From an optimization exercise on the open Yosys and OpenROAD flow, aimed at small area, a short achievable clock period and few clock cycles per item; shortcuts taken in it are not production practice. Only simulation tests tie the RTL to the original design; equivalence was not proved.

Design dec32, start of the top module:
module dec32 (
    input  wire        clk,
    input  wire        rst,
    input  wire        in_valid,
    output wire        in_ready,
    input  wire [31:0] in_value,
    output wire        out_valid,
    input  wire        out_ready,
    output wire [3:0]  out_len,
    output wire [87:0] out_str
);
==> flow/config.mk <==
export PLATFORM = sky130hd
export DESIGN_NAME = dec32
export DESIGN_NICKNAME = dec32
export VERILOG_FILES = /design/flow/design.v
export SDC_FILE = /design/flow/constraint.sdc
export NUM_CORES = 4
export LEC_CHECK = 0
export ABC_AREA = 1
export CAP_MARGIN = 20
export CORE_MARGIN = 2
export CORE_UTILIZATION = 50
export CTS_CLUSTER_DIAMETER = 80
export CTS_CLUSTER_SIZE = 25
export SLEW_MARGIN = 20
==> flow/constraint.sdc <==
create_clock -name core_clock -period 10.0 [get_ports {clk}]
set_input_delay 2.0000 -clock core_clock [delete_from_list [all_inputs] [get_ports {clk}]]
set_output_delay 2.0000 -clock core_clock [all_outputs]
set_load 0.01 [all_outputs]
standard.sh (not shown) runs the stock make flow with config.mk's settings and CLKGATE_MAP_FILE= SYNTH_SCRIPT=/design/flow/synth_recipe.tcl, a recipe that flattens the netlist after the stock synthesis.
==> flow/flow/run.sh <==
#!/bin/bash
# The standard layout (the standard.sh, standard synthesis included), with
# ORFS's timing repair aimed at a setup slack of 6.85 ns instead of 0 so that
# it works toward a shorter achieved period. The clock period and the SDC are
# unchanged. Every port still gets its own buffer (a buf_2 rather than the
# default pick). standard.sh's full output goes to standard.log.
export SETUP_SLACK_MARGIN=6.85
export BUFFER_PORTS_ARGS="-buffer_cell sky130_fd_sc_hd__buf_2"
bash standard.sh > standard.log 2>&1
The starting point finished clean.
Testbench counts at the start, summed over its fixed seeds: cycles 2,104, items 2,048.
Edit:
Settings changed: CORE_UTILIZATION 50 to 62, CTS_CLUSTER_DIAMETER 80 to 100.
After rerunning: Via count rises slightly. Worst hold slack gets worse by 0.0068 ns. Clock-buffer cell count falls by 1. Routed wire length falls by a few percent. Sequential share of layout area rises by 1.1 points.
Edit:
Settings changed: CTS_CLUSTER_SIZE 25 to 30.
Fmax barely changes; sequential cell count stays the same; hold slack gets better by 0.0039 ns; clock skew came out higher by 0.0042 ns.


dec32 again, from the RTL that the note above started with.
==> flow/design.v (excerpt) <==
module dec32 (
    input  wire        clk,
    input  wire        rst,
    input  wire        in_valid,
    output wire        in_ready,
    input  wire [31:0] in_value,
    output wire        out_valid,
    input  wire        out_ready,
    output wire [3:0]  out_len,
    output wire [87:0] out_str
);
    reg  ov;                
    wire adv = ~ov | out_ready;
    reg  [31:0] isk_x;      
    reg         isk_v;      
    reg         isk_r;      
    always @(posedge clk) if (~isk_v) isk_x <= in_value;
    always @(posedge clk)
        if (rst) isk_v <= 1'b0; else isk_v <= ~adv & (isk_v | in_valid);
    always @(posedge clk)
        if (rst) isk_r <= 1'b0; else isk_r <= ~adv & (isk_r | in_valid);
    assign in_ready = ~isk_r;
    wire [31:0] in_x = isk_v ? isk_x : in_value;
    wire        in_v = isk_v | in_valid;
    reg  [31:0] r0_x;
    reg         r0_v;
    always @(posedge clk) if (adv) r0_x <= in_x;
  ...
Settings: LEC_CHECK=0, ABC_AREA=1, CAP_MARGIN=20, CORE_MARGIN=2, CORE_UTILIZATION=50, CTS_CLUSTER_DIAMETER=60, CTS_CLUSTER_SIZE=30, SLEW_MARGIN=20; clock period 10.0 ns.
Scripts as last shown in full above: flow/flow/run.sh
The baseline completed with no timing, DRC or antenna violations.
Testbench counts at the start, summed over its fixed seeds: cycles 2,104, items 2,048.
Change:
CTS_CLUSTER_DIAMETER = 100   (was 60)
- The changed run ran to the end with no violations
- clock-buffer cell count drops by 9
- setup slack hardly moves
- cell count drops slightly
- cell area drops by a few percent
- maximum frequency is about the same
- core utilization drops by 1.7 points
- global-route usage hardly moves
- die area stays the same
- routed wire length barely changes


job 9303:
Starting RTL as in the previous note.
==> flow/design.v (excerpt) <==
module dec32 (
    input  wire        clk,
    input  wire        rst,
    input  wire        in_valid,
    output wire        in_ready,
    input  wire [31:0] in_value,
    output wire        out_valid,
    input  wire        out_ready,
    output wire [3:0]  out_len,
    output wire [87:0] out_str
);
    reg  ov;                
    wire adv = ~ov | out_ready;
    reg  [31:0] isk_x;      
    reg         isk_v;      
    reg         isk_r;      
    always @(posedge clk) if (~isk_v) isk_x <= in_value;
    always @(posedge clk)
        if (rst) isk_v <= 1'b0; else isk_v <= ~adv & (isk_v | in_valid);
    always @(posedge clk)
        if (rst) isk_r <= 1'b0; else isk_r <= ~adv & (isk_r | in_valid);
    assign in_ready = ~isk_r;
    wire [31:0] in_x = isk_v ? isk_x : in_value;
    wire        in_v = isk_v | in_valid;
    reg  [31:0] r0_x;
    reg         r0_v;
    always @(posedge clk) if (adv) r0_x <= in_x;
    always @(posedge clk) if (rst) r0_v <= 1'b0; else if (adv) r0_v <= in_v;
    wire        neg0 = r0_x[31];
    wire [31:0] mag  = neg0 ? (~r0_x + 32'd1) : r0_x;
    wire d1_0_0 = mag[31];
    wire d2_0_0 = mag[30];
    wire d2_0_1 = d1_0_0;
    wire d3_0_0 = mag[29];
    wire d3_0_1 = d2_0_0;
    wire d3_0_2 = d2_0_1;
    wire d4_0_0 = mag[28];
    wire d4_0_1 = d3_0_0;
    wire d4_0_2 = d3_0_1;
    wire d4_0_3 = d3_0_2;
    reg [3:0] a5_0;
    always @(*) case ({d4_0_3, d4_0_2, d4_0_1, d4_0_0})
        4'd0: a5_0 = 4'd0;
        4'd1: a5_0 = 4'd1;
        4'd2: a5_0 = 4'd2;
        4'd3: a5_0 = 4'd3;
        4'd4: a5_0 = 4'd4;
        4'd5: a5_0 = 4'd8;
        4'd6: a5_0 = 4'd9;
        4'd7: a5_0 = 4'd10;
        4'd8: a5_0 = 4'd11;
        4'd9: a5_0 = 4'd12;
        4'd10: a5_0 = 4'd11;
        4'd11: a5_0 = 4'd12;
        4'd12: a5_0 = 4'd11;
        4'd13: a5_0 = 4'd12;
        4'd14: a5_0 = 4'd11;
        4'd15: a5_0 = 4'd12;
    endcase
  ...
==> flow/config.mk <==
export PLATFORM = sky130hd
export DESIGN_NAME = dec32
export DESIGN_NICKNAME = dec32
export VERILOG_FILES = /design/flow/design.v
export SDC_FILE = /design/flow/constraint.sdc
export NUM_CORES = 4
export LEC_CHECK = 0
export ABC_AREA = 1
export CAP_MARGIN = 20
export CORE_MARGIN = 2
export CORE_UTILIZATION = 50
export CTS_CLUSTER_DIAMETER = 60
export CTS_CLUSTER_SIZE = 20
export SLEW_MARGIN = 20
==> flow/constraint.sdc <==
create_clock -name core_clock -period 10.0 [get_ports {clk}]
set_input_delay 2.0000 -clock core_clock [delete_from_list [all_inputs] [get_ports {clk}]]
set_output_delay 2.0000 -clock core_clock [all_outputs]
set_load 0.01 [all_outputs]
Scripts as last shown in full above: flow/flow/run.sh
Testbench counts of job 9303, summed over its fixed seeds: cycles 2,104, items 2,048.
The inputs of job 7434 differ from those of job 9303 as listed below.
--- a/flow/config.mk
+++ b/flow/config.mk
@@ -11,4 +11,4 @@
 export CORE_UTILIZATION = 50
-export CTS_CLUSTER_DIAMETER = 60
-export CTS_CLUSTER_SIZE = 20
+export CTS_CLUSTER_DIAMETER = 100
+export CTS_CLUSTER_SIZE = 25
 export SLEW_MARGIN = 20
--- outcome ---
- Worst setup slack for job 7434: 0.0053 ns up relative to job 9303
- Job 7434 and job 9303 ended up with nearly the same wire length.
Changes in job 4010 relative to job 7434:
--- a/flow/config.mk
+++ b/flow/config.mk
@@ -11,4 +11,2 @@
 export CORE_UTILIZATION = 50
-export CTS_CLUSTER_DIAMETER = 100
-export CTS_CLUSTER_SIZE = 25
 export SLEW_MARGIN = 20
## What came out
From job 7434 to job 4010 the numbers moved as follows: area overhead of the layout relative to synthesis increased by 2.9 points relative to the old numbers, data-path buffer share of cell area in the final layout closely matched the old numbers.
Route | job 4010 vs job 7434 | wire longer in job 4010
diff inputs: job 4010 => job 5147
--- a/flow/config.mk
+++ b/flow/config.mk
@@ -8,5 +8,7 @@
 export ABC_AREA = 1
-export CAP_MARGIN = 20
+export CAP_MARGIN = 5
 export CORE_MARGIN = 2
 export CORE_UTILIZATION = 50
-export SLEW_MARGIN = 20
+export CTS_CLUSTER_DIAMETER = 100
+export CTS_CLUSTER_SIZE = 25
+export SLEW_MARGIN = 5
==> summary.txt <==
The total of cells resized after clock tree synthesis in job 5147 sits 1 below the value recorded for job 4010.
Job 4010 → job 5147: area used by multi-input combinational logic went up, total global-route track usage went down, synthesized cell area did not really move.
Core util | job 5147 vs job 4010 | job 5147 lower
Total vias in the final route | job 5147 below job 4010
Routed wire in job 5147 totals less than in job 4010.
Job 4010 and job 5147 ended up with roughly the same area share of buffers outside the clock network.

port drivers added, routing unchanged:
The flow's constraints put no driver on any port. The routed layouts listed below were extracted and timed again, unchanged, in two steps.
Step 1 (the two cells are an assumption about what drives the block):
set clk [get_ports {clk}]
set_driving_cell -lib_cell sky130_fd_sc_hd__clkbuf_16 $clk
set_driving_cell -lib_cell sky130_fd_sc_hd__buf_2 [delete_from_list [all_inputs] $clk]
Step 2 times the ports against the registers' clock, not the clock port: input delays grow and output delays shrink by t, the midpoint of the rising clock arrivals with the driver on.
Slacks: ideal / step 1 / step 2; pairs: ideal / step 1.
run | t, ns | setup slack, ns | clock arrival spread, ns | worst register clock-pin slew, ns
the first run of note 1 | 0.601 | 6.803 / 6.745 / 6.467 | 0.024 / 0.024 | 0.10 / 0.10
the second run of note 1 | 0.568 | 6.818 / 6.765 / 6.467 | 0.023 / 0.023 | 0.11 / 0.11
the third run of note 1 | 0.578 | 6.817 / 6.764 / 6.476 | 0.026 / 0.026 | 0.12 / 0.12
the first run of note 2 | 0.623 | 6.839 / 6.781 / 6.441 | 0.022 / 0.022 | 0.09 / 0.09
the second run of note 2 | 0.591 | 6.837 / 6.779 / 6.462 | 0.043 / 0.043 | 0.12 / 0.12
job 9303 | 0.623 | 6.838 / 6.782 / 6.446 | 0.021 / 0.022 | 0.08 / 0.08
job 7434 | 0.587 | 6.844 / 6.787 / 6.453 | 0.039 / 0.039 | 0.11 / 0.11
job 4010 | 0.591 | 6.863 / 6.808 / 6.444 | 0.026 / 0.027 | 0.07 / 0.07
job 5147 | 0.587 | 6.844 / 6.787 / 6.453 | 0.039 / 0.039 | 0.11 / 0.11
After both steps setup and hold are still met in every run listed. The setup slack of job 4010, which loses most, moves by -0.055 ns with the drivers and by -0.419 ns with both steps.
